What follows belongs to an exercise in optimizing a design on an open flow for small area, a short achievable clock period and few clock cycles per item; a production flow would make more cautious choices.
Only simulation tests tie the RTL to the original design; equivalence was not proved.

<file path="design/flow/standard.sh">
#!/bin/bash
# synth_recipe.tcl (not shown) runs the flow's synth.tcl, then flattens the netlist and writes it again
# the make line also repeats each setting of config.mk as NAME=value (left out here)
make -C /OpenROAD-flow-scripts/flow DESIGN_CONFIG=/design/flow/config.mk WORK_HOME=/design/flow/orfs CLKGATE_MAP_FILE= SYNTH_SCRIPT=/design/flow/synth_recipe.tcl "${@:-finish}"
</file>
<file path="design/flow/flow/run.sh">
#!/bin/bash
# The standard layout (the standard.sh: its synthesis and ORFS flow,
# unchanged), with two settings passed to ORFS's make:
#  - SETUP_SLACK_MARGIN=14: repair_timing keeps shortening the critical
#    paths until they have 14 ns of slack at the 20 ns constraint, instead
#    of stopping at 0 ns;
#  - port buffers (every input and output still gets one) of the smallest
#    buffer cell, sky130_fd_sc_hd__buf_1.
# make's full output goes to flow_make.log; ORFS's per-step logs are under
# orfs/logs/.
set -euo pipefail
bash standard.sh SETUP_SLACK_MARGIN=14 "BUFFER_PORTS_ARGS=-buffer_cell sky130_fd_sc_hd__buf_1" finish > flow_make.log 2>&1
</file>
<file path="design/flow/constraint.sdc">
create_clock -name core_clock -period 20.0 [get_ports {clk}]
set_input_delay 4.0000 -clock core_clock [delete_from_list [all_inputs] [get_ports {clk}]]
set_output_delay 4.0000 -clock core_clock [all_outputs]
set_load 0.01 [all_outputs]
</file>
<file path="design/flow/config.mk">
export PLATFORM = sky130hd
export DESIGN_NAME = cau_chacha_core
export DESIGN_NICKNAME = cau_chacha_core
export VERILOG_FILES = /design/flow/design.v
export SDC_FILE = /design/flow/constraint.sdc
export NUM_CORES = 4
export LEC_CHECK = 0
export CAP_MARGIN = 30
export CORE_MARGIN = 2
export CORE_UTILIZATION = 50
export PLACE_DENSITY = 0.7
export SLEW_MARGIN = 30
</file>
<file path="design/flow/design.v">
module cau_qr_h1 (
    input  wire        ff,
    input  wire [31:0] a_i,
    input  wire [31:0] b_i,
    input  wire [31:0] c_i,
    input  wire [31:0] d_i,
    input  wire [31:0] s_c,
    output wire [31:0] a_o,
    output wire [31:0] b_o,
    output wire [31:0] c_o,
    output wire [31:0] d_o
);
    wire [31:0] a1;
    cau_add u_a1 (.a(a_i), .b(b_i), .s(a1));
    wire [31:0] d1x = d_i ^ a1;
    wire [31:0] d1 = {d1x[15:0], d1x[31:16]};
    wire [31:0] c1;
    cau_add u_c1 (.a(c_i), .b(ff ? s_c : d1), .s(c1));
    wire [31:0] b1x = b_i ^ c1;
    wire [31:0] b1 = {b1x[19:0], b1x[31:20]};
    assign a_o = a1;
    assign b_o = b1;
    assign c_o = c1;
    assign d_o = d1;
endmodule
module cau_qr_h2 (
    input  wire [31:0] a_i,
    input  wire [31:0] b_i,
    input  wire [31:0] c_i,
    input  wire [31:0] d_i,
    output wire [31:0] a_o,
    output wire [31:0] b_o,
    output wire [31:0] c_o,
    output wire [31:0] d_o
);
    wire [31:0] a2;
    cau_add u_a2 (.a(a_i), .b(b_i), .s(a2));
    wire [31:0] d2x = d_i ^ a2;
    wire [31:0] d2 = {d2x[23:0], d2x[31:24]};
    wire [31:0] c2;
    cau_add u_c2 (.a(c_i), .b(d2), .s(c2));
    wire [31:0] b2x = b_i ^ c2;
    wire [31:0] b2 = {b2x[24:0], b2x[31:25]};
    assign a_o = a2;
    assign b_o = b2;
    assign c_o = c2;
    assign d_o = d2;
endmodule
module cau_add (
    input  wire [31:0] a,
    input  wire [31:0] b,
    output wire [31:0] s
);
    wire [31:0] g0 = a & b;
    wire [31:0] p0 = a ^ b;
    wire g1_1 = g0[1] | (p0[1] & g0[0]);
    wire p1_1 = p0[1] & p0[0];
    wire g1_3 = g0[3] | (p0[3] & g0[2]);
    wire p1_3 = p0[3] & p0[2];
    wire g1_5 = g0[5] | (p0[5] & g0[4]);
    wire p1_5 = p0[5] & p0[4];
    wire g1_7 = g0[7] | (p0[7] & g0[6]);
    wire p1_7 = p0[7] & p0[6];
    wire g1_9 = g0[9] | (p0[9] & g0[8]);
    wire p1_9 = p0[9] & p0[8];
    wire g1_11 = g0[11] | (p0[11] & g0[10]);
    wire p1_11 = p0[11] & p0[10];
    wire g1_13 = g0[13] | (p0[13] & g0[12]);
    wire p1_13 = p0[13] & p0[12];
    wire g1_15 = g0[15] | (p0[15] & g0[14]);
    wire p1_15 = p0[15] & p0[14];
    wire g1_17 = g0[17] | (p0[17] & g0[16]);
    wire p1_17 = p0[17] & p0[16];
    wire g1_19 = g0[19] | (p0[19] & g0[18]);
    wire p1_19 = p0[19] & p0[18];
    wire g1_21 = g0[21] | (p0[21] & g0[20]);
    wire p1_21 = p0[21] & p0[20];
    wire g1_23 = g0[23] | (p0[23] & g0[22]);
    wire p1_23 = p0[23] & p0[22];
    wire g1_25 = g0[25] | (p0[25] & g0[24]);
    wire p1_25 = p0[25] & p0[24];
    wire g1_27 = g0[27] | (p0[27] & g0[26]);
    wire p1_27 = p0[27] & p0[26];
    wire g1_29 = g0[29] | (p0[29] & g0[28]);
    wire p1_29 = p0[29] & p0[28];
    wire g1_31 = g0[31] | (p0[31] & g0[30]);
    wire p1_31 = p0[31] & p0[30];
    wire g2_2 = g0[2] | (p0[2] & g1_1);
    wire p2_2 = p0[2] & p1_1;
    wire g2_3 = g1_3 | (p1_3 & g1_1);
    wire p2_3 = p1_3 & p1_1;
    wire g2_6 = g0[6] | (p0[6] & g1_5);
    wire p2_6 = p0[6] & p1_5;
    wire g2_7 = g1_7 | (p1_7 & g1_5);
    wire p2_7 = p1_7 & p1_5;
    wire g2_10 = g0[10] | (p0[10] & g1_9);
    wire p2_10 = p0[10] & p1_9;
    wire g2_11 = g1_11 | (p1_11 & g1_9);
    wire p2_11 = p1_11 & p1_9;
    wire g2_14 = g0[14] | (p0[14] & g1_13);
    wire p2_14 = p0[14] & p1_13;
    wire g2_15 = g1_15 | (p1_15 & g1_13);
    wire p2_15 = p1_15 & p1_13;
    wire g2_18 = g0[18] | (p0[18] & g1_17);
    wire p2_18 = p0[18] & p1_17;
    wire g2_19 = g1_19 | (p1_19 & g1_17);
    wire p2_19 = p1_19 & p1_17;
    wire g2_22 = g0[22] | (p0[22] & g1_21);
    wire p2_22 = p0[22] & p1_21;
    wire g2_23 = g1_23 | (p1_23 & g1_21);
    wire p2_23 = p1_23 & p1_21;
    wire g2_26 = g0[26] | (p0[26] & g1_25);
    wire p2_26 = p0[26] & p1_25;
    wire g2_27 = g1_27 | (p1_27 & g1_25);
    wire p2_27 = p1_27 & p1_25;
    wire g2_30 = g0[30] | (p0[30] & g1_29);
    wire p2_30 = p0[30] & p1_29;
    wire g2_31 = g1_31 | (p1_31 & g1_29);
    wire p2_31 = p1_31 & p1_29;
    wire g3_4 = g0[4] | (p0[4] & g2_3);
    wire p3_4 = p0[4] & p2_3;
    wire g3_5 = g1_5 | (p1_5 & g2_3);
    wire p3_5 = p1_5 & p2_3;
    wire g3_6 = g2_6 | (p2_6 & g2_3);
    wire p3_6 = p2_6 & p2_3;
    wire g3_7 = g2_7 | (p2_7 & g2_3);
    wire p3_7 = p2_7 & p2_3;
    wire g3_12 = g0[12] | (p0[12] & g2_11);
    wire p3_12 = p0[12] & p2_11;
    wire g3_13 = g1_13 | (p1_13 & g2_11);
    wire p3_13 = p1_13 & p2_11;
    wire g3_14 = g2_14 | (p2_14 & g2_11);
    wire p3_14 = p2_14 & p2_11;
    wire g3_15 = g2_15 | (p2_15 & g2_11);
    wire p3_15 = p2_15 & p2_11;
    wire g3_20 = g0[20] | (p0[20] & g2_19);
    wire p3_20 = p0[20] & p2_19;
    wire g3_21 = g1_21 | (p1_21 & g2_19);
    wire p3_21 = p1_21 & p2_19;
    wire g3_22 = g2_22 | (p2_22 & g2_19);
    wire p3_22 = p2_22 & p2_19;
    wire g3_23 = g2_23 | (p2_23 & g2_19);
    wire p3_23 = p2_23 & p2_19;
    wire g3_28 = g0[28] | (p0[28] & g2_27);
    wire p3_28 = p0[28] & p2_27;
    wire g3_29 = g1_29 | (p1_29 & g2_27);
    wire p3_29 = p1_29 & p2_27;
    wire g3_30 = g2_30 | (p2_30 & g2_27);
    wire p3_30 = p2_30 & p2_27;
    wire g3_31 = g2_31 | (p2_31 & g2_27);
    wire p3_31 = p2_31 & p2_27;
    wire g4_8 = g0[8] | (p0[8] & g3_7);
    wire p4_8 = p0[8] & p3_7;
    wire g4_9 = g1_9 | (p1_9 & g3_7);
    wire p4_9 = p1_9 & p3_7;
    wire g4_10 = g2_10 | (p2_10 & g3_7);
    wire p4_10 = p2_10 & p3_7;
    wire g4_11 = g2_11 | (p2_11 & g3_7);
    wire p4_11 = p2_11 & p3_7;
    wire g4_12 = g3_12 | (p3_12 & g3_7);
    wire p4_12 = p3_12 & p3_7;
    wire g4_13 = g3_13 | (p3_13 & g3_7);
    wire p4_13 = p3_13 & p3_7;
    wire g4_14 = g3_14 | (p3_14 & g3_7);
    wire p4_14 = p3_14 & p3_7;
    wire g4_15 = g3_15 | (p3_15 & g3_7);
    wire p4_15 = p3_15 & p3_7;
    wire g4_24 = g0[24] | (p0[24] & g3_23);
    wire p4_24 = p0[24] & p3_23;
    wire g4_25 = g1_25 | (p1_25 & g3_23);
    wire p4_25 = p1_25 & p3_23;
    wire g4_26 = g2_26 | (p2_26 & g3_23);
    wire p4_26 = p2_26 & p3_23;
    wire g4_27 = g2_27 | (p2_27 & g3_23);
    wire p4_27 = p2_27 & p3_23;
    wire g4_28 = g3_28 | (p3_28 & g3_23);
    wire p4_28 = p3_28 & p3_23;
    wire g4_29 = g3_29 | (p3_29 & g3_23);
    wire p4_29 = p3_29 & p3_23;
    wire g4_30 = g3_30 | (p3_30 & g3_23);
    wire p4_30 = p3_30 & p3_23;
    wire g4_31 = g3_31 | (p3_31 & g3_23);
    wire p4_31 = p3_31 & p3_23;
    wire g5_16 = g0[16] | (p0[16] & g4_15);
    wire p5_16 = p0[16] & p4_15;
    wire g5_17 = g1_17 | (p1_17 & g4_15);
    wire p5_17 = p1_17 & p4_15;
    wire g5_18 = g2_18 | (p2_18 & g4_15);
    wire p5_18 = p2_18 & p4_15;
    wire g5_19 = g2_19 | (p2_19 & g4_15);
    wire p5_19 = p2_19 & p4_15;
    wire g5_20 = g3_20 | (p3_20 & g4_15);
    wire p5_20 = p3_20 & p4_15;
    wire g5_21 = g3_21 | (p3_21 & g4_15);
    wire p5_21 = p3_21 & p4_15;
    wire g5_22 = g3_22 | (p3_22 & g4_15);
    wire p5_22 = p3_22 & p4_15;
    wire g5_23 = g3_23 | (p3_23 & g4_15);
    wire p5_23 = p3_23 & p4_15;
    wire g5_24 = g4_24 | (p4_24 & g4_15);
    wire p5_24 = p4_24 & p4_15;
    wire g5_25 = g4_25 | (p4_25 & g4_15);
    wire p5_25 = p4_25 & p4_15;
    wire g5_26 = g4_26 | (p4_26 & g4_15);
    wire p5_26 = p4_26 & p4_15;
    wire g5_27 = g4_27 | (p4_27 & g4_15);
    wire p5_27 = p4_27 & p4_15;
    wire g5_28 = g4_28 | (p4_28 & g4_15);
    wire p5_28 = p4_28 & p4_15;
    wire g5_29 = g4_29 | (p4_29 & g4_15);
    wire p5_29 = p4_29 & p4_15;
    wire g5_30 = g4_30 | (p4_30 & g4_15);
    wire p5_30 = p4_30 & p4_15;
    wire g5_31 = g4_31 | (p4_31 & g4_15);
    wire p5_31 = p4_31 & p4_15;
    assign s[0] = p0[0];
    assign s[1] = p0[1] ^ g0[0];
    assign s[2] = p0[2] ^ g1_1;
    assign s[3] = p0[3] ^ g2_2;
    assign s[4] = p0[4] ^ g2_3;
    assign s[5] = p0[5] ^ g3_4;
    assign s[6] = p0[6] ^ g3_5;
    assign s[7] = p0[7] ^ g3_6;
    assign s[8] = p0[8] ^ g3_7;
    assign s[9] = p0[9] ^ g4_8;
    assign s[10] = p0[10] ^ g4_9;
    assign s[11] = p0[11] ^ g4_10;
    assign s[12] = p0[12] ^ g4_11;
    assign s[13] = p0[13] ^ g4_12;
    assign s[14] = p0[14] ^ g4_13;
    assign s[15] = p0[15] ^ g4_14;
    assign s[16] = p0[16] ^ g4_15;
    assign s[17] = p0[17] ^ g5_16;
    assign s[18] = p0[18] ^ g5_17;
    assign s[19] = p0[19] ^ g5_18;
    assign s[20] = p0[20] ^ g5_19;
    assign s[21] = p0[21] ^ g5_20;
    assign s[22] = p0[22] ^ g5_21;
    assign s[23] = p0[23] ^ g5_22;
    assign s[24] = p0[24] ^ g5_23;
    assign s[25] = p0[25] ^ g5_24;
    assign s[26] = p0[26] ^ g5_25;
    assign s[27] = p0[27] ^ g5_26;
    assign s[28] = p0[28] ^ g5_27;
    assign s[29] = p0[29] ^ g5_28;
    assign s[30] = p0[30] ^ g5_29;
    assign s[31] = p0[31] ^ g5_30;
endmodule
module cau_chacha_core (
    input  wire         clk,
    input  wire         rst,
    input  wire         start,
    output wire         ready,
    input  wire [255:0] key,
    input  wire [95:0]  nonce,
    input  wire [31:0]  counter,
    output wire         done,
    output wire [511:0] block
);
    localparam [127:0] CONST = {32'h6b206574, 32'h79622d32, 32'h3320646e, 32'h61707865};
    reg [511:0] x;             
    reg [511:0] m;             
    reg [383:0] ka;            
    reg [383:0] kb;            
    reg         vx;            
    reg [4:0]   rx, rm;        
    reg         f1;            
    reg         f2;            
    reg         rdy;           
    assign ready = rdy;
    assign done  = f2;
    assign block = m;
    function [31:0] be32(input [31:0] v);
        be32 = {v[7:0], v[15:8], v[23:16], v[31:24]};
    endfunction
    function [95:0] be96(input [95:0] v);
        be96 = {be32(v[95:64]), be32(v[63:32]), be32(v[31:0])};
    endfunction
    wire [383:0] k_in = {be96(nonce), counter, key};
    wire [511:0] s_in = {k_in, CONST};
    wire [511:0] s_a  = {ka, CONST};
    wire [511:0] h1;
    wire [511:0] h2;
    genvar g;
    generate
        for (g = 0; g < 4; g = g + 1) begin : g_qr
            cau_qr_h1 u_h1 (
                .ff(f1),
                .a_i(x[32*g +: 32]),      .b_i(x[32*(4+g) +: 32]),
                .c_i(x[32*(8+g) +: 32]),  .d_i(x[32*(12+g) +: 32]),
                .s_c(s_a[32*(8+g) +: 32]),
                .a_o(h1[32*g +: 32]),     .b_o(h1[32*(4+g) +: 32]),
                .c_o(h1[32*(8+g) +: 32]), .d_o(h1[32*(12+g) +: 32])
            );
            cau_qr_h2 u_h2 (
                .a_i(m[32*g +: 32]),      .b_i(m[32*(4+g) +: 32]),
                .c_i(m[32*(8+g) +: 32]),  .d_i(m[32*(12+g) +: 32]),
                .a_o(h2[32*g +: 32]),     .b_o(h2[32*(4+g) +: 32]),
                .c_o(h2[32*(8+g) +: 32]), .d_o(h2[32*(12+g) +: 32])
            );
        end
    endgenerate
    wire [511:0] fw;
    generate
        for (g = 0; g < 16; g = g + 1) begin : g_ff
            if (g >= 8 && g < 12) begin : g_c
                assign fw[32*g +: 32] = h1[32*g +: 32];
            end else begin : g_add
                assign fw[32*g +: 32] = x[32*g +: 32] + s_a[32*g +: 32];
            end
        end
    endgenerate
    wire [511:0] nx;
    generate
        for (g = 0; g < 4; g = g + 1) begin : g_wb
            assign nx[32*(4+g) +: 32]  = h2[32*(4+g) +: 32];
            assign nx[32*(12+g) +: 32] = h2[32*(12 + (g+2)%4) +: 32];
            assign nx[32*g +: 32]      = rm[0] ? h2[32*((g+1)%4) +: 32]
                                               : h2[32*((g+3)%4) +: 32];
            assign nx[32*(8+g) +: 32]  = rm[0] ? h2[32*(8 + (g+3)%4) +: 32]
                                               : h2[32*(8 + (g+1)%4) +: 32];
        end
    endgenerate
    always @(posedge clk) begin
        rx <= rdy ? 5'd0 : rm + 5'd1;
        rm <= rx;
        if (rst) begin
            vx  <= 1'b0;
            f1  <= 1'b0;
            f2  <= 1'b0;
            rdy <= 1'b1;
        end else begin
            vx  <= rdy ? start : 1'b1;
            f1  <= !rdy && rm == 5'd19;
            f2  <= f1;
            rdy <= !vx || f1;
        end
    end
    always @(posedge clk) begin
        m  <= f1 ? fw : h1;
        kb <= ka;
        if (rdy) begin
            x  <= s_in;
            ka <= k_in;
        end else begin
            x  <= nx;
            ka <= kb;
        end
    end
endmodule
</file>
==> results of run 1 <==
-- worst register-to-register path: cells and delay by family (launching register included) --
family / cells / cell delay [ns]
buffers and inverters: 3 / 0.31
and+or+nand+nor: 5 / 1.38
adders and majority gates: 3 / 1.05
AOI/OAI and AO/OA: 10 / 1.98
DFF: 1 / 0.36
xor gates and xnor gates: 3 / 1.03
-- layer usage --
metal,share of wire,vias to the layer above,wire length [µm],GRT usage
met1,0.37,40800,182000,0.650
met3,0.13,1708,62900,0.150
met5,0.00081,-,397,0.00625
met4,0.11,36,54800,0.450
met2,0.39,6329,191000,0.703
li1,-,35600,-,-
-- synthesized netlist by cell type (all sizes together), types with 14 or more instances --
master   instances  area, µm²
o21bai          88        661
nand2          780       2930
xor2           535       4690
and3            54        338
clkbuf         253        950
o31ai           36        275
mux2           224       2520
dfxtp         1806      36200
inv            607       2280
o22ai           14       87.6
and2            48        300
ha             733       9170
a2111oi         15        175
nand4           52        325
and4            17        149
a31o            18        158
or2             43        269
nor3            94        470
o211ai          26        195
or3             34        218
fa              88       1760
o21a            83        623
nor4            14       87.6
a21o           305       2290
o21ai          950       4750
nor2           499       1870
a31oi           52        325
buf             27        103
xnor3           15        338
nand2b         106        663
a21boi          24        180
a21oi          670       3360
nor2b           76        475
a211oi          56        430
a211o           51        447
xnor2          657       5750
mux2i          185       1850
o31a            14        131
nand3           99        495
-- final timing paths --
kind / slack [ns] / depth (start not counted) / to / startpoint
worst max register to register: 13.74 / 24 / x[198] / m[192]
worst min-delay path: 0.33 / 0 / rm[0] / rx[0]
worst max-delay path: 13.74 / 24 / x[198] / m[192]
worst min register to register: 0.33 / 0 / rm[0] / rx[0]
-- timing repair --
action,CTS,global route
buffers inserted,166,109
resized for setup,565,405
pin swaps,155,213
setup endpoints to repair,416,246
-- sequential cells by signal (all words and copies together), names as in the netlist --
signal	flops
m	512
f1	1
x	512
vx	1
kb	384
ka	384
rdy	1
rm	5
rx	5
f2	1
-- cell families after synthesis --
| family | synth area share |
|---|---|
| AO/OA/AOI/OAI | 0.170 |
| AND/OR/NAND/NOR | 0.0996 |
| flip-flops | 0.403 |
| adder cells (fa/ha/maj) | 0.122 |
| buffers and inverters | 0.0371 |
| XOR/XNOR | 0.120 |
| multiplexers | 0.0487 |
-- cell type report --
class                           count  share of cell area
Multi-Input combinational cell   6926               0.504
Sequential cell                  1806               0.328
Timing Repair Buffer             1263              0.0585
Clock buffer                      265              0.0498
Tap cell                         2355              0.0266
Inverter                          608              0.0207
Clock inverter                     98              0.0118
Antenna cell                       35            0.000790
-- metrics by stage --
stage           util  std cells  worst slack (ns)
2_1_floorplan      -       9620             14.08
3_3_place_gp   0.537      12700             11.30
3_5_place_dp   0.539      12700             11.62
4_1_cts        0.603      13200             13.83
5_1_grt        0.621      13300             13.58
6_report       0.621      13400             13.74
==> metrics.yaml, run 1 <==
status: "timing/DRC/antenna clean"
final-max-slew-violation-count: 0
synth_seq_cells: 1806
critPathMaxStageDelay_ns: 0.86
cp_num_buf_inv: 3
grt_max_degree: 214
insertion_delay_ns: 0.89
drt-vias-per-instance: 6.32
drive_gt1_frac: 0.157
hold_path_class: "flip-flop to flip-flop"
hpwlAfterDp_mm: 406
whs_ns: 0.325
syn_avg_cell_area_um2: 9.34
synth-main-ff-cell: "dfxtp_1"
worst_pin_slew_ns: 1.20
setup_violations: 0
finalClockSkew_ns: 0.0379
rsz0062_at_grt: "true"
cts-root-buf: "clkbuf_16"
relSlewSlack: 0.198
h-tree-depth: 4
wl_mm: 491
start_util: 0.503
synth_cell_type_count: 88
dr.pass1.iters: 9
vias: 84500
hold_buffers: 0
post-route-drc-count: 0
io_pins: 901
fp.dieW_um: 428
multi_input_comb_area_um2: 55900
antenna_left: 0
synth_enable_flop_cells: 0
most-common-layout-cells: "1730 x dfxtp_1, 900 x buf_1, 868 x o21ai_0"
max-cap-violations: 0
gp_congestion: 1.15
synth-seq-area-share: 0.403
finalCritPeriodShare: 0.313
die_area_um2: 183000
wl_per_cell_um: 36.7
cp_data_required_time_ns: 20.75
synthToLayoutAreaGrowth_pct: 23.4
layout_commonest_cell: "dfxtp_1"
grt_antenna_before_repair: 83
die_y_um: 428
regArea_um2: 36300
fillerInstances: 15100
finalCriticalPeriod_ns: 6.26
async_reset_ff_frac: 0
slowest_stage: "nor2_1"
arrival_ns: 7.01
worstSetupStartpointType: "flip-flop"
rows: 155
hold_viol: 0
overflow: 0
postPlaceCellArea_um2: 96200
netlist_area_um2: 89800
crit_type: "flip-flop to flip-flop"
nNetsFinal: 12000
tns_ns: 0
port_buffers: 900
cp_max_fo: 5
cts_buffers: 194
fmax_mhz: 160
final_area_um2: 111000
synth_fp_nets: 10800
grt_pass1_wl_mm: 643
cp_cell_sequence: "ha_4 > inv_2 > fa_2 > nor2b_4 > o31ai_4 > a211oi_4 > buf_6 > buf_4 > nor2_1 > nor2b_1 > nor3_1 > nor2_1 > xor2_1 > ha_1 > a21o_1 > a21o_1 > a21oi_1 > o21ai_0 > o21ba_4 > o21ai_4 > o41a_1 > xnor2_4 > xnor2_4 > o21ai_1"
drtIter0Drc: 12400
critPathTopFamily: "compound AO/OA/AOI/OAI gates"
grt.total_usage: 0.512
cts_tree: "built"
clkTransAtPathRegs_ns: 0.06
syn_inst: 9620
cts.sinks: 1806
core_um2: 178000
endpoint_kind: "flip-flop"
grt_pass1_vias: 78100
yosysWarnings: 1
clock_path_buffers: 3
Testbench counts, summed over its fixed seeds: cycles 16,144, blocks 768.
==> inputs of run 2 (changes only) <==
--- a/design/flow/design.v
+++ b/design/flow/design.v
@@ -246,6 +246,160 @@
     assign s[30] = p0[30] ^ g5_29;
     assign s[31] = p0[31] ^ g5_30;
 endmodule
+module cau_add_bk (
+    input  wire [31:0] a,
+    input  wire [31:0] b,
+    output wire [31:0] s
+);
+    wire [31:0] g0 = a & b;
+    wire [31:0] p0 = a ^ b;
+    wire gu1_1 = g0[1] | (p0[1] & g0[0]);
+    wire pu1_1 = p0[1] & p0[0];
+    wire gu1_3 = g0[3] | (p0[3] & g0[2]);
+    wire pu1_3 = p0[3] & p0[2];
+    wire gu1_5 = g0[5] | (p0[5] & g0[4]);
+    wire pu1_5 = p0[5] & p0[4];
+    wire gu1_7 = g0[7] | (p0[7] & g0[6]);
+    wire pu1_7 = p0[7] & p0[6];
+    wire gu1_9 = g0[9] | (p0[9] & g0[8]);
+    wire pu1_9 = p0[9] & p0[8];
+    wire gu1_11 = g0[11] | (p0[11] & g0[10]);
+    wire pu1_11 = p0[11] & p0[10];
+    wire gu1_13 = g0[13] | (p0[13] & g0[12]);
+    wire pu1_13 = p0[13] & p0[12];
+    wire gu1_15 = g0[15] | (p0[15] & g0[14]);
+    wire pu1_15 = p0[15] & p0[14];
+    wire gu1_17 = g0[17] | (p0[17] & g0[16]);
+    wire pu1_17 = p0[17] & p0[16];
+    wire gu1_19 = g0[19] | (p0[19] & g0[18]);
+    wire pu1_19 = p0[19] & p0[18];
+    wire gu1_21 = g0[21] | (p0[21] & g0[20]);
+    wire pu1_21 = p0[21] & p0[20];
+    wire gu1_23 = g0[23] | (p0[23] & g0[22]);
+    wire pu1_23 = p0[23] & p0[22];
+    wire gu1_25 = g0[25] | (p0[25] & g0[24]);
+    wire pu1_25 = p0[25] & p0[24];
+    wire gu1_27 = g0[27] | (p0[27] & g0[26]);
+    wire pu1_27 = p0[27] & p0[26];
+    wire gu1_29 = g0[29] | (p0[29] & g0[28]);
+    wire pu1_29 = p0[29] & p0[28];
+    wire gu1_31 = g0[31] | (p0[31] & g0[30]);
+    wire pu1_31 = p0[31] & p0[30];
+    wire gu2_3 = gu1_3 | (pu1_3 & gu1_1);
+    wire pu2_3 = pu1_3 & pu1_1;
+    wire gu2_7 = gu1_7 | (pu1_7 & gu1_5);
+    wire pu2_7 = pu1_7 & pu1_5;
+    wire gu2_11 = gu1_11 | (pu1_11 & gu1_9);
+    wire pu2_11 = pu1_11 & pu1_9;
+    wire gu2_15 = gu1_15 | (pu1_15 & gu1_13);
+    wire pu2_15 = pu1_15 & pu1_13;
+    wire gu2_19 = gu1_19 | (pu1_19 & gu1_17);
+    wire pu2_19 = pu1_19 & pu1_17;
+    wire gu2_23 = gu1_23 | (pu1_23 & gu1_21);
+    wire pu2_23 = pu1_23 & pu1_21;
+    wire gu2_27 = gu1_27 | (pu1_27 & gu1_25);
+    wire pu2_27 = pu1_27 & pu1_25;
+    wire gu2_31 = gu1_31 | (pu1_31 & gu1_29);
+    wire pu2_31 = pu1_31 & pu1_29;
+    wire gu3_7 = gu2_7 | (pu2_7 & gu2_3);
+    wire pu3_7 = pu2_7 & pu2_3;
+    wire gu3_15 = gu2_15 | (pu2_15 & gu2_11);
+    wire pu3_15 = pu2_15 & pu2_11;
+    wire gu3_23 = gu2_23 | (pu2_23 & gu2_19);
+    wire pu3_23 = pu2_23 & pu2_19;
+    wire gu3_31 = gu2_31 | (pu2_31 & gu2_27);
+    wire pu3_31 = pu2_31 & pu2_27;
+    wire gu4_15 = gu3_15 | (pu3_15 & gu3_7);
+    wire pu4_15 = pu3_15 & pu3_7;
+    wire gu4_31 = gu3_31 | (pu3_31 & gu3_23);
+    wire pu4_31 = pu3_31 & pu3_23;
+    wire gu5_31 = gu4_31 | (pu4_31 & gu4_15);
+    wire pu5_31 = pu4_31 & pu4_15;
+    wire gd1_23 = gu3_23 | (pu3_23 & gu4_15);
+    wire pd1_23 = pu3_23 & pu4_15;
+    wire gd2_11 = gu2_11 | (pu2_11 & gu3_7);
+    wire pd2_11 = pu2_11 & pu3_7;
+    wire gd2_19 = gu2_19 | (pu2_19 & gu4_15);
+    wire pd2_19 = pu2_19 & pu4_15;
+    wire gd2_27 = gu2_27 | (pu2_27 & gd1_23);
+    wire pd2_27 = pu2_27 & pd1_23;
+    wire gd3_5 = gu1_5 | (pu1_5 & gu2_3);
+    wire pd3_5 = pu1_5 & pu2_3;
+    wire gd3_9 = gu1_9 | (pu1_9 & gu3_7);
+    wire pd3_9 = pu1_9 & pu3_7;
+    wire gd3_13 = gu1_13 | (pu1_13 & gd2_11);
+    wire pd3_13 = pu1_13 & pd2_11;
+    wire gd3_17 = gu1_17 | (pu1_17 & gu4_15);
+    wire pd3_17 = pu1_17 & pu4_15;
+    wire gd3_21 = gu1_21 | (pu1_21 & gd2_19);
+    wire pd3_21 = pu1_21 & pd2_19;
+    wire gd3_25 = gu1_25 | (pu1_25 & gd1_23);
+    wire pd3_25 = pu1_25 & pd1_23;
+    wire gd3_29 = gu1_29 | (pu1_29 & gd2_27);
+    wire pd3_29 = pu1_29 & pd2_27;
+    wire gd4_2 = g0[2] | (p0[2] & gu1_1);
+    wire pd4_2 = p0[2] & pu1_1;
+    wire gd4_4 = g0[4] | (p0[4] & gu2_3);
+    wire pd4_4 = p0[4] & pu2_3;
+    wire gd4_6 = g0[6] | (p0[6] & gd3_5);
+    wire pd4_6 = p0[6] & pd3_5;
+    wire gd4_8 = g0[8] | (p0[8] & gu3_7);
+    wire pd4_8 = p0[8] & pu3_7;
+    wire gd4_10 = g0[10] | (p0[10] & gd3_9);
+    wire pd4_10 = p0[10] & pd3_9;
+    wire gd4_12 = g0[12] | (p0[12] & gd2_11);
+    wire pd4_12 = p0[12] & pd2_11;
+    wire gd4_14 = g0[14] | (p0[14] & gd3_13);
+    wire pd4_14 = p0[14] & pd3_13;
+    wire gd4_16 = g0[16] | (p0[16] & gu4_15);
+    wire pd4_16 = p0[16] & pu4_15;
+    wire gd4_18 = g0[18] | (p0[18] & gd3_17);
+    wire pd4_18 = p0[18] & pd3_17;
+    wire gd4_20 = g0[20] | (p0[20] & gd2_19);
+    wire pd4_20 = p0[20] & pd2_19;
+    wire gd4_22 = g0[22] | (p0[22] & gd3_21);
+    wire pd4_22 = p0[22] & pd3_21;
+    wire gd4_24 = g0[24] | (p0[24] & gd1_23);
+    wire pd4_24 = p0[24] & pd1_23;
+    wire gd4_26 = g0[26] | (p0[26] & gd3_25);
+    wire pd4_26 = p0[26] & pd3_25;
+    wire gd4_28 = g0[28] | (p0[28] & gd2_27);
+    wire pd4_28 = p0[28] & pd2_27;
+    wire gd4_30 = g0[30] | (p0[30] & gd3_29);
+    wire pd4_30 = p0[30] & pd3_29;
+    assign s[0] = p0[0];
+    assign s[1] = p0[1] ^ g0[0];
+    assign s[2] = p0[2] ^ gu1_1;
+    assign s[3] = p0[3] ^ gd4_2;
+    assign s[4] = p0[4] ^ gu2_3;
+    assign s[5] = p0[5] ^ gd4_4;
+    assign s[6] = p0[6] ^ gd3_5;
+    assign s[7] = p0[7] ^ gd4_6;
+    assign s[8] = p0[8] ^ gu3_7;
+    assign s[9] = p0[9] ^ gd4_8;
+    assign s[10] = p0[10] ^ gd3_9;
+    assign s[11] = p0[11] ^ gd4_10;
+    assign s[12] = p0[12] ^ gd2_11;
+    assign s[13] = p0[13] ^ gd4_12;
+    assign s[14] = p0[14] ^ gd3_13;
+    assign s[15] = p0[15] ^ gd4_14;
+    assign s[16] = p0[16] ^ gu4_15;
+    assign s[17] = p0[17] ^ gd4_16;
+    assign s[18] = p0[18] ^ gd3_17;
+    assign s[19] = p0[19] ^ gd4_18;
+    assign s[20] = p0[20] ^ gd2_19;
+    assign s[21] = p0[21] ^ gd4_20;
+    assign s[22] = p0[22] ^ gd3_21;
+    assign s[23] = p0[23] ^ gd4_22;
+    assign s[24] = p0[24] ^ gd1_23;
+    assign s[25] = p0[25] ^ gd4_24;
+    assign s[26] = p0[26] ^ gd3_25;
+    assign s[27] = p0[27] ^ gd4_26;
+    assign s[28] = p0[28] ^ gd2_27;
+    assign s[29] = p0[29] ^ gd4_28;
+    assign s[30] = p0[30] ^ gd3_29;
+    assign s[31] = p0[31] ^ gd4_30;
+endmodule
 module cau_chacha_core (
     input  wire         clk,
     input  wire         rst,
@@ -260,14 +414,17 @@
     localparam [127:0] CONST = {32'h6b206574, 32'h79622d32, 32'h3320646e, 32'h61707865};
     reg [511:0] x;             
     reg [511:0] m;             
-    reg [383:0] ka;            
-    reg [383:0] kb;            
-    reg         vx;            
+    reg [383:0] k;             
+    reg         vx, vm;        
+    reg         ax, am;        
     reg [4:0]   rx, rm;        
     reg         f1;            
     reg         f2;            
-    reg         rdy;           
-    assign ready = rdy;
+    reg         free;          
+    wire kfree = !(vx && ax && !f1) && !(vm && am && !f2);
+    wire pend  = (vx && !ax) || (vm && !am);
+    assign ready = kfree && (pend || free);
+    wire accept  = start && ready;
     assign done  = f2;
     assign block = m;
     function [31:0] be32(input [31:0] v);
@@ -278,7 +435,7 @@
     endfunction
     wire [383:0] k_in = {be96(nonce), counter, key};
     wire [511:0] s_in = {k_in, CONST};
-    wire [511:0] s_a  = {ka, CONST};
+    wire [511:0] s_a  = {k, CONST};
     wire [511:0] h1;
     wire [511:0] h2;
     genvar g;
@@ -306,7 +463,7 @@
             if (g >= 8 && g < 12) begin : g_c
                 assign fw[32*g +: 32] = h1[32*g +: 32];
             end else begin : g_add
-                assign fw[32*g +: 32] = x[32*g +: 32] + s_a[32*g +: 32];
+                cau_add_bk u_ff (.a(x[32*g +: 32]), .b(s_a[32*g +: 32]), .s(fw[32*g +: 32]));
             end
         end
     endgenerate
@@ -322,29 +479,33 @@
         end
     endgenerate
     always @(posedge clk) begin
-        rx <= rdy ? 5'd0 : rm + 5'd1;
+        rx <= free ? 5'd0 : rm + 5'd1;
         rm <= rx;
         if (rst) begin
-            vx  <= 1'b0;
-            f1  <= 1'b0;
-            f2  <= 1'b0;
-            rdy <= 1'b1;
+            vx   <= 1'b0;
+            vm   <= 1'b0;
+            f1   <= 1'b0;
+            f2   <= 1'b0;
+            free <= 1'b1;
         end else begin
-            vx  <= rdy ? start : 1'b1;
-            f1  <= !rdy && rm == 5'd19;
-            f2  <= f1;
-            rdy <= !vx || f1;
+            vm   <= vx;
+            am   <= ax || (accept && pend && !ax);
+            if (free) begin
+                vx <= start && !pend;
+                ax <= accept && !pend;
+            end else begin
+                vx <= 1'b1;
+                ax <= am || (accept && pend && !am);
+            end
+            f1   <= !free && rm == 5'd19;
+            f2   <= f1;
+            free <= !vx || f1;
         end
     end
     always @(posedge clk) begin
-        m  <= f1 ? fw : h1;
-        kb <= ka;
-        if (rdy) begin
-            x  <= s_in;
-            ka <= k_in;
-        end else begin
-            x  <= nx;
-            ka <= kb;
-        end
+        m <= f1 ? fw : h1;
+        x <= free ? s_in : nx;
+        if (kfree)
+            k <= k_in;
     end
 endmodule
==> design/flow/flow/run.sh (replaced) <==
#!/bin/bash
# The standard layout (the standard.sh: its synthesis and ORFS flow,
# unchanged), with three settings passed to ORFS's make:
#  - SETUP_SLACK_MARGIN=14: repair_timing keeps shortening the critical
#    paths until they have 14 ns of slack at the 20 ns constraint, instead
#    of stopping at 0 ns;
#  - TNS_END_PERCENT=30: repair_timing spends its effort on the worst 30%
#    of the violating endpoints;
#  - port buffers (every input and output still gets one) of the smallest
#    buffer cell, sky130_fd_sc_hd__buf_1.
# make's full output goes to flow_make.log; ORFS's per-step logs are under
# orfs/logs/.
set -euo pipefail
bash standard.sh SETUP_SLACK_MARGIN=14 "BUFFER_PORTS_ARGS=-buffer_cell sky130_fd_sc_hd__buf_1" "TNS_END_PERCENT=30" finish > flow_make.log 2>&1
--- a/design/flow/config.mk
+++ b/design/flow/config.mk
@@ -7,6 +7,6 @@
 export LEC_CHECK = 0
 export CAP_MARGIN = 30
 export CORE_MARGIN = 2
-export CORE_UTILIZATION = 50
-export PLACE_DENSITY = 0.7
+export CORE_UTILIZATION = 55
+export PLACE_DENSITY = 0.75
 export SLEW_MARGIN = 30
==> run 2 against run 1 <==
  * Hold slack improved by 0.0039 ns
  * Global-route usage increased by 6.5 points
  * Area after synthesis is 9.8% lower
  * Clock skew shrank 0.0067 ns
  * Non-clock buffer count is 34 lower
  * Count of clock-buffer cells in the layout fell by 45
  * First-iteration DRC count shrank 0.90%
  * Setup slack lost 0.067 ns
  * Critical endpoint is now m[197]
==> metrics.yaml, run 2 <==
relSlewSlack: 0.183  # -0.0149
synthToLayoutAreaGrowth_pct: 22.7
grt_antenna_before_repair: 71  # -14%
synth_cell_type_count: 89  # +1.1%
hold_viol: 0  # unchanged
drive_gt1_frac: 0.153  # -0.00403
cts_tree: "built"
grt_pass1_vias: 70100  # -10%
cts_buffers: 160  # -18%
synth_enable_flop_cells: 386  # +386
start_util: 0.555  # +0.0516
r2r_end: "m[197]"
status: "timing/DRC/antenna clean"
cp_max_fo: 5  # unchanged
fillerInstances: 11300  # -25%
hold_path_class: "flip-flop to flip-flop"
synth_area_leader_cell: "dfxtp_1"
cp_data_required_time_ns: 20.70  # -0.05 ns
drtIter0Drc: 12300  # -0.90%
worst_pin_slew_ns: 1.22  # +0.0177 ns
reg_top3: "m x512, x x512, k x384"
fmax_mhz: 158  # -1.1%
rows: 140  # -9.7%
die_y_um: 388  # -9.4%
worstSetupStartpointType: "flip-flop"
nNetsFinal: 10500  # -13%
die_area_um2: 150000  # -18%
critPathTopFamily: "compound AO/OA/AOI/OAI gates"
final_area_um2: 99400  # -10%
tns_ns: 0  # unchanged
drt-vias-per-instance: 6.74  # +6.5%
vias: 75700  # -10%
arrival_ns: 7.02  # about the same
synth-main-ff-cell: "dfxtp_1"
gp_congestion: 1.20  # +4.5%
grt.total_usage: 0.577  # +0.0648
slowest_stage: "xor2_1"
rsz0062_at_grt: "true"
hold_depth: 0  # unchanged
reg2reg_from: "x[192]"
finalCriticalPeriod_ns: 6.33  # +0.0670 ns
hold_path_end: "rm[1]"
critPathMaxStageDelay_ns: 0.94  # +0.08 ns
crit_top_cell: "a21o_1"
dpl_worst_slack_ns: 11.92  # +0.299 ns
regArea_um2: 32500  # -11%
synth_top_area_frac: 0.257  # -0.146
core_um2: 146000  # -18%
wl_per_cell_um: 40.0  # +8.9%
hp-start: "rx[1]"
endpoint_kind: "flip-flop"
yosysMostFrequentCell: "dfxtp_1"
async_reset_ff_frac: 0  # unchanged
io_pins: 901  # unchanged
synth_fp_nets: 9329  # -14%
cts.sinks: 1425  # -21%
setup_ws_ns: 13.67  # -0.0670 ns
whs_ns: 0.329  # +0.00390 ns
final-max-slew-violation-count: 0  # unchanged
wl_mm: 449  # -8.5%
synth_seq_cells: 1425  # -21%
postPlaceCellArea_um2: 87000  # -9.5%
syn_avg_cell_area_um2: 10.2  # +9.0%
r2r_slack_ns: 13.67  # -0.07 ns
hpwlAfterDp_mm: 368  # -9.3%
synth-seq-area-share: 0.400  # -0.00255
grt_pass1_wl_mm: 586  # -8.9%
port_buffers: 900  # unchanged
ys_top_cells_by_count: "1039 x dfxtp_1, 776 x nand2_1, 774 x ha_1, 657 x xnor2_1, 567 x o21ai_0"
finalCritPeriodShare: 0.316  # +0.00335
crit_type: "flip-flop to flip-flop"
cts-root-buf: "clkbuf_16"
most-common-layout-cells: "988 x dfxtp_1, 899 x buf_1, 767 x nand2_1"
setup_violations: 0  # unchanged
h-tree-depth: 4  # unchanged
cp_num_buf_inv: 1  # -2
yosysWarnings: 1  # unchanged
insertion_delay_ns: 0.84  # -0.05 ns
clkTransAtPathRegs_ns: 0.06  # about the same
dr.pass1.iters: 10  # +1
post-route-drc-count: 0  # unchanged
fp.dieW_um: 388  # -9.4%
cp_cell_sequence: "ha_4 > inv_2 > fa_2 > nor2b_2 > o21ai_2 > and2_1 > fa_1 > xor2_1 > xnor2_1 > nor2_1 > a21oi_1 > ha_1 > a21o_1 > a21o_1 > a211oi_1 > nand2_1 > a21oi_2 > xnor2_2 > xnor2_4 > o21ai_0"
rr_worst_depth: 20  # -17%
grt_max_degree: 116  # -46%
syn_inst: 7960  # -17%
clock_path_buffers: 3  # unchanged
multi_input_comb_area_um2: 51000  # -8.7%
hold_buffers: 0  # unchanged
max-cap-violations: 0  # unchanged
finalClockSkew_ns: 0.0312  # -0.00669 ns
layout_commonest_cell: "dfxtp_1"
antenna_left: 0  # unchanged
yosys-top-cells-area: "dfxtp_1 26%, edfxtp_1 14%, ha_1 12%, xnor2_1 7.1%, fa_1 5.1%"
netlist_area_um2: 81000  # -9.8%
overflow: 0  # unchanged
-- run 2: worst max-delay path by stage --
stage                 from  endpoint  slack (ns)  cells after the start
global route        x[192]    m[197]       13.68                     27
finish              x[192]    m[197]       13.67                     20
detailed placement  m[160]    x[161]       11.92                     26
global placement    m[160]    x[274]       11.58                     24
floorplan               f1     ready       12.36                      4
CTS                   x[0]    m[139]       13.80                     27
-- run 2: layout make-up --
class | instances | area share
multi-input combinational | 5890 | 0.514
sequential | 1425 | 0.327
timing repair buffer | 1229 | 0.0620
clock buffer | 220 | 0.0460
tap | 1917 | 0.0241
inverter | 419 | 0.0160
clock inverter | 81 | 0.0103
antenna | 47 | 0.00118
-- run 2: worst reg2reg max path, stage by stage (launching register included) --
cell,delay (ns)
dfxtp_2,0.36
ha_4,0.13
inv_2,0.04
fa_2,0.41
nor2b_2,0.15
o21ai_2,0.10
and2_1,0.19
fa_1,0.39
xor2_1,0.94
xnor2_1,0.13
nor2_1,0.42
a21oi_1,0.16
ha_1,0.44
a21o_1,0.20
a21o_1,0.21
a211oi_1,0.69
nand2_1,0.26
a21oi_2,0.30
xnor2_2,0.20
xnor2_4,0.34
o21ai_0,0.14
-- run 2: cell families after synthesis --
group                      synth area share
and+or+nand+nor                      0.0897
buffers and inverters                0.0300
muxes                                0.0437
DFF                                   0.400
adders and majority gates             0.171
xor gates and xnor gates              0.123
AOI/OAI and AO/OA                     0.142
-- run 2: per-stage QoR --
| stage | util | std cells |
|---|---|---|
| after floorplan | - | 7960 |
| after global placement | 0.594 | 10600 |
| after detailed placement | 0.596 | 10600 |
| after CTS | 0.663 | 11100 |
| after global routing | 0.680 | 11200 |
| final | 0.681 | 11200 |
-- run 2: metal layers --
metal,share of wire,vias to the layer above,GRT usage
li1,-,30200,-
met1,0.33,36400,0.688
met2,0.38,7033,0.780
met3,0.15,2043,0.213
met4,0.13,14,0.582
met5,0.00021,-,0
-- run 2: timing repair --
item                       4_1_cts  5_1_grt
setup endpoints to repair      401      275
gates cloned                     2        0
resized for setup              493      308
pin swaps                      166      214
setup buffers                  153       86
Testbench counts of run 2, summed over its fixed seeds: cycles 16,144, blocks 768.
==> inputs of run 3 (changes only) <==
--- a/design/flow/flow/run.sh
+++ b/design/flow/flow/run.sh
@@ -1,6 +1,6 @@
 #!/bin/bash
 # The standard layout (the standard.sh: its synthesis and ORFS flow,
-# unchanged), with three settings passed to ORFS's make:
+# unchanged), with two settings passed to ORFS's make:
 #  - SETUP_SLACK_MARGIN=14: repair_timing keeps shortening the critical
 #    paths until they have 14 ns of slack at the 20 ns constraint, instead
 #    of stopping at 0 ns;
--- a/design/flow/config.mk
+++ b/design/flow/config.mk
@@ -7,6 +7,6 @@
 export LEC_CHECK = 0
 export CAP_MARGIN = 30
 export CORE_MARGIN = 2
-export CORE_UTILIZATION = 55
-export PLACE_DENSITY = 0.75
+export CORE_UTILIZATION = 50
+export PLACE_DENSITY = 0.7
 export SLEW_MARGIN = 30
==> run 3 against run 2 <==
  * Still clean on timing, DRC and antenna
  * Non-clock buffer count shrank 8
  * Global-route usage is 5.3 points lower
  * Setup slack worse by 0.13 ns
  * Area after synthesis unchanged
  * Critical path depth increased by 3
==> metrics.yaml, run 3 <==
status: "timing/DRC/antenna clean"
wl_per_cell_um: 38.9  # -2.7%
cts-root-buf: "clkbuf_16"
cp_data_required_time_ns: 20.69  # about the same
overflow: 0  # unchanged
port_buffers: 900  # unchanged
dpl_worst_slack_ns: 11.68  # -0.241 ns
async_reset_ff_frac: 0  # unchanged
setup_ws_ns: 13.54  # -0.133 ns
ys_top_cells_by_count: "1039 x dfxtp_1, 776 x nand2_1, 774 x ha_1, 657 x xnor2_1, 567 x o21ai_0"
crit_type: "flip-flop to flip-flop"
clkTransAtPathRegs_ns: 0.06  # about the same
die_y_um: 406  # +4.8%
grt_max_degree: 138  # +19%
hpwlAfterDp_mm: 370  # +0.45%
vias: 73600  # -2.7%
synth_top_area_frac: 0.257  # unchanged
slowest_stage: "xor2_2"
fp.dieW_um: 406  # +4.8%
synth-seq-area-share: 0.400  # unchanged
io_pins: 901  # unchanged
syn_inst: 7960  # unchanged
clock_path_buffers: 3  # unchanged
gp_congestion: 1.15  # -3.9%
cp_cell_sequence: "ha_4 > inv_2 > fa_2 > nor2b_2 > buf_4 > o21a_1 > nor2_1 > fa_1 > xor2_2 > xnor2_1 > ha_1 > a21o_1 > a21o_1 > a211oi_1 > o31ai_4 > buf_4 > buf_4 > nand2_1 > nand2_1 > a21oi_1 > xor2_1 > mux2_2 > o21ai_0"
drtIter0Drc: 11200  # -8.8%
synth-main-ff-cell: "dfxtp_1"
yosysWarnings: 1  # unchanged
start_util: 0.504  # -0.0512
arrival_ns: 7.15  # +0.13 ns
die_area_um2: 165000  # +9.9%
finalCriticalPeriod_ns: 6.46  # +0.133 ns
syn_avg_cell_area_um2: 10.2  # unchanged
netlist_area_um2: 81000  # unchanged
worstSetupStartpointType: "flip-flop"
final_area_um2: 99600  # +0.29%
worst_pin_slew_ns: 1.20  # -0.0164 ns
hold_buffers: 0  # unchanged
layout_commonest_cell: "dfxtp_1"
insertion_delay_ns: 0.86  # +0.02 ns
wl_mm: 445  # -0.83%
drt-vias-per-instance: 6.43  # -4.5%
cp_max_fo: 4  # -1
rows: 147  # +5.0%
postPlaceCellArea_um2: 87400  # +0.37%
hold_path_class: "flip-flop to flip-flop"
nNetsFinal: 10500  # -0.067%
yosys-top-cells-area: "dfxtp_1 26%, edfxtp_1 14%, ha_1 12%, xnor2_1 7.1%, fa_1 5.1%"
final-max-slew-violation-count: 0  # unchanged
cts_tree: "built"
tns_ns: 0  # unchanged
setup_violations: 0  # unchanged
post-route-drc-count: 0  # unchanged
grt.total_usage: 0.523  # -0.0533
crit_top_cell: "buf_4"
synth_area_leader_cell: "dfxtp_1"
synth_seq_cells: 1425  # unchanged
hold_viol: 0  # unchanged
endpoint_kind: "flip-flop"
max-cap-violations: 0  # unchanged
synthToLayoutAreaGrowth_pct: 23.1
critPathTopFamily: "XOR/XNOR gates"
synth_fp_nets: 9329  # unchanged
rsz0062_at_grt: "true"
most-common-layout-cells: "986 x dfxtp_1, 899 x buf_1, 767 x nand2_1"
synth_enable_flop_cells: 386  # unchanged
dr.pass1.iters: 8  # -2
core_um2: 161000  # +10%
grt_pass1_vias: 68100  # -2.8%
h-tree-depth: 4  # unchanged
grt_pass1_wl_mm: 575  # -1.9%
reg_top3: "m x512, x x512, k x384"
finalCritPeriodShare: 0.323  # +0.00667
fmax_mhz: 155  # -2.1%
synth_cell_type_count: 89  # unchanged
fillerInstances: 13600  # +20%
relSlewSlack: 0.197  # +0.0141
antenna_left: 0  # unchanged
yosysMostFrequentCell: "dfxtp_1"
critPathMaxStageDelay_ns: 0.73  # -0.21 ns
cts_buffers: 163  # +1.9%
cts.sinks: 1425  # unchanged
grt_antenna_before_repair: 57  # -20%
drive_gt1_frac: 0.150  # -0.00283
cp_num_buf_inv: 4  # +3
whs_ns: 0.327  # -0.00206 ns
finalClockSkew_ns: 0.0297  # -0.00151 ns
## run 3: cell counts after synthesis
Identical to the previous run, type by type.
## run 3: logic make-up after synthesis
logic type / after synthesis / synth area share
AOI/OAI and AO/OA: 1866 / 0.142
xor gates and xnor gates: 1079 / 0.123
adders and majority gates: 982 / 0.171
buffers and inverters: 647 / 0.0300
DFF: 1425 / 0.400
muxes: 336 / 0.0437
and+or+nand+nor: 1625 / 0.0897
## run 3: per-stage QoR
step	cells	utilization
final	11400	0.620
after global routing	11400	0.620
after CTS	11300	0.602
after detailed placement	10900	0.543
after global placement	10900	0.541
after floorplan	7960	-
## run 3: layer usage
metal / track usage / vias up / wire length [µm]
li1: - / 30100 / -
met1: 0.652 / 36100 / 159000
met2: 0.720 / 5841 / 175000
met3: 0.152 / 1511 / 58500
met4: 0.494 / 20 / 52300
met5: 0 / - / 112
## run 3: final cells by class
type	instances	area [µm²]	share of cell area
tap	2160	2700	0.0271
antenna	28	70.1	0.000703
inverter	419	1590	0.0160
timing repair buffer	1221	6160	0.0618
clock inverter	70	800	0.00802
clock buffer	236	4840	0.0485
sequential	1425	32500	0.326
multi-input combinational	5888	51000	0.512
## run 3: repair_timing
item,4_1_cts,5_1_grt
pin swaps,119,222
cloned,0,0
resized for setup,424,370
setup endpoints to repair,396,278
buffers inserted,131,97
## run 3: path summary, 6_finish.rpt
check	startpoint	end	slack, ns	cells after the start
setup / recovery	m[192]	x[311]	13.54	23
hold / removal	rx[2]	rm[2]	0.33	0
setup reg to reg	m[192]	x[311]	13.54	23
hold reg to reg	rx[2]	rm[2]	0.33	0

## what the ideal ports hide
Ports are ideal in the flow. The routed layouts listed here were re-timed in OpenROAD.
Step 1 (the two cells are an assumption about what drives the block):
set clk [get_ports {clk}]
set_driving_cell -lib_cell sky130_fd_sc_hd__clkbuf_16 $clk
set_driving_cell -lib_cell sky130_fd_sc_hd__buf_2 [delete_from_list [all_inputs] $clk]
Step 2 moves the port delays by t, midway between the first and last clock arrival at a register: inputs arrive t later, outputs are due t later. That takes back most of the time a late clock gives input paths.
Slacks: ideal / step 1 / step 2; pairs: ideal / step 1.
run	shift t [ns]	setup slack, ns	slew at the worst register clock pin (ns)	cell pins on the clock port's net
run 1	0.997	13.740 / 13.740 / 13.740	0.07 / 0.07	1
run 2	0.925	13.673 / 13.673 / 13.673	0.07 / 0.07	1
run 3	0.943	13.540 / 13.540 / 13.540	0.07 / 0.07	1
After both steps every run listed still meets setup and hold.
